Background: an optimization exercise with open tools, aiming at a short achievable clock period and few clock cycles per item. Do not read the settings as production practice.
Function was checked by simulation only, so behaviour that the tests miss may differ from the original.

File: design.v
module fxd #(
    parameter W  = 32,           
    parameter K  = 6,            
    parameter EW = 8             
) (
    input  wire            clk,
    input  wire            rst,
    input  wire            cmd_valid,
    input  wire [W+6:0]    cmd_word,
    output wire            cmd_ready,
    output wire            busy,
    output wire            done,
    output wire [1:0]      result,
    output wire [7:0]      ocount,
    output wire [EW-1:0]   errcode,
    output wire [16+EW-1:0] status,
    output wire            out_valid,
    output reg  [7:0]      out_byte,
    output wire [1:0]      out_seg,
    output reg             out_seg_last,
    output wire            out_end,
    input  wire            snk_ready,
    input  wire            snk_err,
    input  wire [EW-1:0]   snk_code
);
    localparam D  = (W == 8) ? 3 : (W == 16) ? 5 : 10;
    localparam IB = D + 1;
    localparam [2:0] IDLE       = 3'd0,
                     RESOLVE    = 3'd1,
                     INTDIG     = 3'd2,
                     FRACDIG    = 3'd3,
                     EMIT_SIGN  = 3'd4,
                     EMIT_INT   = 3'd5,
                     EMIT_POINT = 3'd6,
                     EMIT_FRAC  = 3'd7;
    localparam [1:0] R_NONE = 2'd0, R_OK = 2'd1, R_FBITS = 2'd2, R_SINK = 2'd3;
    reg [2:0]    phase;
    reg [W-1:0]  raw_q;
    reg [5:0]    fb;
    reg          sgn;
    reg [W-1:0]  mag;
    reg          pol;
    reg [W-1:0]  irem;
    reg [W-1:0]  frem;
    reg [7:0]    ibuf [0:IB-1];
    reg [3:0]    istart;
    reg [7:0]    fbuf [0:K-1];
    reg [6:0]    fcnt;
    reg [6:0]    ecur;
    reg [7:0]    ocnt;
    reg [1:0]    res;
    reg [EW-1:0] ecode;
    reg          done_q;
    wire [W-1:0] cmd_raw   = cmd_word[W-1:0];
    wire [5:0]   cmd_fbits = cmd_word[W+5:W];
    wire         cmd_s     = cmd_word[W+6];
    wire         cmd_legal = (cmd_fbits <= W);
    reg [W-1:0] fmask;
    integer m;
    always @(*) begin
        for (m = 0; m < W; m = m + 1)
            fmask[m] = (m < fb);
    end
    wire         res_neg = sgn & raw_q[W-1];
    wire [W-1:0] res_mag = res_neg ? (~raw_q + 1'b1) : raw_q;
    wire [W-1:0] res_ip  = res_mag >> fb;
    wire [W-1:0] res_fp  = res_mag & fmask;
    wire [W-1:0] int_q = irem / 10;
    wire [W-1:0] int_r = irem % 10;
    wire [7:0]   int_ch = 8'h30 + int_r[7:0];
    wire         pre    = (fb + 6'd4 > W);
    wire [W-1:0] wv     = pre ? (frem >> 4) : frem;
    wire [5:0]   wf     = pre ? (fb - 6'd4) : fb;
    wire [W-1:0] wprod  = wv * 10;
    wire [W-1:0] wdig   = wprod >> wf;
    wire [W-1:0] f2     = (frem * 10) & fmask;
    wire [7:0]   frac_ch = 8'h30 + {4'd0, wdig[3:0]};
    assign cmd_ready = (phase == IDLE);
    assign busy      = (phase != IDLE);
    assign done      = done_q;
    assign result    = res;
    assign ocount    = ocnt;
    assign errcode   = ecode;
    assign status    = {ecode, ocnt, 4'b0000, res, done_q, busy};
    assign out_valid = phase[2];
    assign out_seg   = phase[2] ? phase[1:0] : 2'd0;
    assign out_end   = (phase == EMIT_FRAC) && (ecur == fcnt - 7'd1);
    always @(*) begin
        case (phase)
            EMIT_SIGN, EMIT_INT: out_byte = ibuf[ecur];
            EMIT_POINT:          out_byte = 8'h2E;
            EMIT_FRAC:           out_byte = fbuf[ecur];
            default:             out_byte = 8'h00;
        endcase
        case (phase)
            EMIT_SIGN:  out_seg_last = 1'b1;
            EMIT_INT:   out_seg_last = (ecur == IB - 1);
            EMIT_POINT: out_seg_last = 1'b1;
            EMIT_FRAC:  out_seg_last = (ecur == fcnt - 7'd1);
            default:    out_seg_last = 1'b0;
        endcase
    end
    integer i;
    always @(posedge clk) begin
        if (rst) begin
            phase  <= IDLE;
            raw_q  <= {W{1'b0}};
            fb     <= 6'd0;
            sgn    <= 1'b0;
            mag    <= {W{1'b0}};
            pol    <= 1'b0;
            irem   <= {W{1'b0}};
            frem   <= {W{1'b0}};
            for (i = 0; i < IB; i = i + 1) ibuf[i] <= 8'h00;
            for (i = 0; i < K;  i = i + 1) fbuf[i] <= 8'h00;
            istart <= 4'd0;
            fcnt   <= 7'd0;
            ecur   <= 7'd0;
            ocnt   <= 8'd0;
            res    <= R_NONE;
            ecode  <= {EW{1'b0}};
            done_q <= 1'b0;
        end else begin
            done_q <= 1'b0;
            case (phase)
                IDLE: begin
                    if (cmd_valid) begin
                        if (cmd_legal) begin
                            raw_q  <= cmd_raw;
                            fb     <= cmd_fbits;
                            sgn    <= cmd_s;
                            mag    <= {W{1'b0}};
                            pol    <= 1'b0;
                            irem   <= {W{1'b0}};
                            frem   <= {W{1'b0}};
                            for (i = 0; i < IB; i = i + 1) ibuf[i] <= 8'h00;
                            for (i = 0; i < K;  i = i + 1) fbuf[i] <= 8'h00;
                            istart <= IB;
                            fcnt   <= 7'd0;
                            ecur   <= 7'd0;
                            ocnt   <= 8'd0;
                            res    <= R_NONE;
                            ecode  <= {EW{1'b0}};
                            phase  <= RESOLVE;
                        end else begin
                            ocnt   <= 8'd0;
                            res    <= R_FBITS;
                            ecode  <= {EW{1'b0}};
                            done_q <= 1'b1;
                        end
                    end
                end
                RESOLVE: begin
                    mag   <= res_mag;
                    pol   <= res_neg;
                    irem  <= res_ip;
                    frem  <= res_fp;
                    phase <= INTDIG;
                end
                INTDIG: begin
                    ibuf[istart - 1] <= int_ch;
                    irem <= int_q;
                    if (int_q == 0) begin
                        if (pol) begin
                            ibuf[istart - 2] <= 8'h2D;
                            istart <= istart - 4'd2;
                        end else begin
                            istart <= istart - 4'd1;
                        end
                        phase <= FRACDIG;
                    end else begin
                        istart <= istart - 4'd1;
                    end
                end
                FRACDIG: begin
                    fbuf[fcnt] <= frac_ch;
                    fcnt <= fcnt + 7'd1;
                    frem <= f2;
                    if (f2 == 0 || fcnt + 7'd1 == K) begin
                        ecur  <= {3'd0, istart};
                        phase <= pol ? EMIT_SIGN : EMIT_INT;
                    end
                end
                default: begin  
                    if (snk_err) begin
                        res    <= R_SINK;
                        ecode  <= snk_code;
                        done_q <= 1'b1;
                        phase  <= IDLE;
                    end else if (snk_ready) begin
                        ocnt <= ocnt + 8'd1;
                        case (phase)
                            EMIT_SIGN: begin
                                ecur  <= ecur + 7'd1;
                                phase <= EMIT_INT;
                            end
                            EMIT_INT: begin
                                ecur <= ecur + 7'd1;
                                if (ecur + 7'd1 == IB) phase <= EMIT_POINT;
                            end
                            EMIT_POINT: begin
                                ecur  <= 7'd0;
                                phase <= EMIT_FRAC;
                            end
                            default: begin  
                                ecur <= ecur + 7'd1;
                                if (ecur + 7'd1 == fcnt) begin
                                    res    <= R_OK;
                                    ecode  <= {EW{1'b0}};
                                    done_q <= 1'b1;
                                    phase  <= IDLE;
                                end
                            end
                        endcase
                    end
                end
            endcase
        end
    end
endmodule
File: run.sh
#!/bin/bash
# synth_recipe.tcl (not shown) runs the flow's synth.tcl, then flattens the netlist and writes it again
# the make line also repeats each setting of config.mk as NAME=value (left out here)
make -C /OpenROAD-flow-scripts/flow DESIGN_CONFIG=/design/flow/config.mk WORK_HOME=/design/flow/orfs CLKGATE_MAP_FILE= SYNTH_SCRIPT=/design/flow/synth_recipe.tcl finish
File: config.mk
export PLATFORM = sky130hd
export DESIGN_NAME = fxd
export DESIGN_NICKNAME = fxd
export VERILOG_FILES = /design/flow/design.v
export SDC_FILE = /design/flow/constraint.sdc
export NUM_CORES = 4
export LEC_CHECK = 0
export CAP_MARGIN = 20
export CORE_MARGIN = 2
export CORE_UTILIZATION = 40
export SLEW_MARGIN = 20
File: constraint.sdc
create_clock -name core_clock -period 17.0 [get_ports {clk}]
set_input_delay 3.4000 -clock core_clock [delete_from_list [all_inputs] [get_ports {clk}]]
set_output_delay 3.4000 -clock core_clock [all_outputs]
set_load 0.01 [all_outputs]
==> impl_metrics.yaml <==
global_route:
  grtUsageTotal_pct: 24.3
  grt_pass1_vias: 23100
  grt_start_max_net_pins: 78
  overflow: 0
  grt_pass1_wl_um: 131000
  antenna_found_initial: 4
logic_synthesis:
  syn-instance-count: 3200
  yosys.cell_types.count: 119
  syn_area_um2: 25300
  ys_seq_area_share_pct: 26.1
  synth-edff-count: 32
  most_used_flip_flop_cell_after_synthesis: "dfxtp_1"
  synth_async_sr_flop_share_pct: 0
  synth.avg_cell_area_um2: 7.91
  synthesis_warnings: 1
  synth_seq_cells: 314
cells_and_area:
  area.growth.synth_to_final_pct: 10.7
  design_area_um2: 28000
  final_cell_mix: "nor2_1, nand2_1, a21oi_1, dfxtp_1, o21ai_0"
  finalNetCount: 3330
  layout-drive-gt1-share_pct: 8.66
  layout.filler_cells: 6222
  layout_commonest_cell: "nor2_1"
route:
  route.antenna.remaining_nets: 0
  detail_route.iter0.violations: 2484
  drc: 0
  routed_wire_length_per_instance_um: 20.5
  wirelength_um: 82400
  drt_first_pass_iters: 9
  route.vias.total: 24400
  post_drt_via_cell_ratio: 6.08
floorplan:
  start_util_pct: 40.3
  die_area_um2: 65300
  coreArea_um2: 62900
  core.rowCount: 92
  io-pin-count: 110
  die_h_um: 256
  die-width_um: 256
hold_path:
  hold_class: "reg -> reg"
  min_delay_path_depth: 2
setup_path:
  crit_slowest_cell: "o32ai_2"
  cp_slowest_stage_delay_ps: 820
  r2r.worst_path.cells: 37
  path_delay_family: "compound AO/OA/AOI/OAI gates"
  worst-path-max-fanout: 19
  critical_path_arrival_ps: 14450
  endpoint_kind: "flop"
  critical_path_required_ps: 17470
  startpoint_class_of_the_critical_path: "flop"
  worstSetupPathType: "reg -> reg"
  worst-path-stages: 37
  total_buffers_and_inverters_traversed_by_the_critical_path: 1
cts:
  tritoncts_num_sinks: 314
  cts_post_setup_buffers_inserted: 0
  clock_insertion_delay_worst_skew_ps: 590
  post_cts_repair_resize_count: 0
  root_buffer: "clkbuf_16"
  path_clk_slew_ps: 60
  cts_inserted_buffers: 39
  cts.hold.buffers_added: 0
  h-tree-depth: 2
  cts_tree: "done"
  cts_buffer_depth: 3
timing:
  final.setup.tns_ps: 0
  final_worst_path_cycle_share_pct: 82.2
  unrepaired_setup_endpoints_after_global_routing: "no"
  achievable-frequency_ghz: 0.0715
  hold_viol: 0
  fin_crit_ps: 13980
  final.setup_skew_ps: 29.9
  setup_viol: 0
  slew-limit-headroom_pct: 18.6
  worst_slack_ps: 3020
  hold-worst-slack_ps: 431
  finalMaxSlewViolations: 0
  max_slew.worst_pin.slew_ps: 1210
placed_design:
  finalWeightedCongestion: 0.920
  port_buffers: 105
  detailedPlace.worstSlack_ps: 2950
  dp_hpwl_um: 60300
  placedInstanceArea_um2: 26600
flow_run:
  max_cap_viols: 0
outcome:
  outcome: "complete, no violations"
==> synth_stat cells (70+ instances only) <==
cell type | instances | area share, %
nor2_1 | 419 | 6.2
nand2_1 | 325 | 4.8
a21oi_1 | 303 | 6.0
dfxtp_1 | 282 | 22
clkbuf_1 | 158 | 2.3
o21ai_0 | 143 | 2.8
ha_1 | 132 | 6.5
xnor2_1 | 88 | 3.0
inv_1 | 85 | 1.3
mux2i_1 | 82 | 3.2
nor3_1 | 79 | 1.6
nand3_1 | 70 | 1.4
==> path summary, 6_finish.rpt <==
check | slack [ps] | to | startpoint
min reg2reg | 430 | ibuf[7][7]$_SDFFE_PP0P_ | ibuf[7][7]$_SDFFE_PP0P_
max | 3020 | ibuf[9][0]$_SDFFE_PP1P_ | irem[30]$_SDFFE_PP0P_
max reg2reg | 3020 | ibuf[9][0]$_SDFFE_PP1P_ | irem[30]$_SDFFE_PP0P_
min | 430 | ibuf[7][7]$_SDFFE_PP0P_ | ibuf[7][7]$_SDFFE_PP0P_
==> sequential cells by signal, summed over array words and instances (netlist names), named ones only <==
signal / cells
fcnt: 7
raw_q: 32
frem: 32
fbuf: 38
istart: 4
irem: 32
sgn: 1
ibuf: 128
phase: 3
ocnt: 8
pol: 1
res: 2
ecode: 8
ecur: 7
done_q: 1
fb: 6
==> layer usage <==
layer | up-vias | wire [um] | GRT usage, % | share of wire (%)
met3 | 167 | 5720 | 3.80 | 6.9
met2 | 909 | 37300 | 39.0 | 45
li1 | 11600 | - | - | -
met5 | - | 23 | 0 | 0.028
met4 | 4 | 2680 | 8.48 | 3.3
met1 | 11700 | 36700 | 33.3 | 44
==> metrics by stage <==
stage	instances	util [%]
2_1_floorplan	3204	-
3_3_place_gp	3947	42.4
3_5_place_dp	3947	42.4
4_1_cts	4018	44.5
5_1_grt	4021	44.5
6_report	4021	44.5
==> cell type report <==
class | instances | area (um^2) | area share [%]
multi-input cells | 2560 | 17400 | 62.0
flip-flops and latches | 314 | 6610 | 23.6
repair buffers | 136 | 1300 | 4.64
clock buffers | 58 | 1140 | 4.06
well taps | 846 | 1060 | 3.78
inverters | 93 | 349 | 1.25
clock inverters | 13 | 179 | 0.639
diodes | 1 | 2.50 | 0.00894
==> worst register-to-register path, delay by kind of cell, from the launching register on <==
family                 cells  cell delay [ps]
AO/OA/AOI/OAI             24             8960
AND/OR/NAND/NOR            9             3110
XOR/XNOR                   1              230
multiplexers               2              690
buffers and inverters      1              200
flip-flops                 1              710
==> cells by family (layout without fill, tap and decap cells) <==
| logic type | count (synthesis) | after routing | share of synthesized area, % |
|---|---|---|---|
| AO/OA/AOI/OAI | 932 | 932 | 25.0 |
| XOR/XNOR | 134 | 134 | 4.70 |
| other | 2 | 7 | 0.0297 |
| buffers and inverters | 330 | 300 | 5.52 |
| adder cells (fa/ha/maj) | 136 | 136 | 6.76 |
| AND/OR/NAND/NOR | 1166 | 1166 | 21.6 |
| multiplexers | 186 | 186 | 10.3 |
| flip-flops | 314 | 314 | 26.1 |
Testbench counts, summed over its fixed seeds: cycles 658,291, items 32,000.

-- re-timing with driven ports --
Ports are ideal in the flow. The routed layout listed here was re-timed in OpenROAD. Step 1 sets driving cells, clkbuf_16 on the clock port and buf_2 on the other inputs (assumed; they add their load-dependent delay and slew). Step 2 moves the port delays by t, midway between the first and last clock arrival at a register: inputs arrive t later, outputs are due t later. That takes back most of the time a late clock gives input paths. Three values: no drivers, after step 1, after step 2; two values: the first two.
shift t [ns]: 0.638
setup slack, ns: 3.021 / 3.020 / 3.020
worst setup path at the end: register to register
After both steps this run still meets setup and hold. For this run, drivers alone change the setup slack by -0.001 ns; drivers and shift together by -0.001 ns.
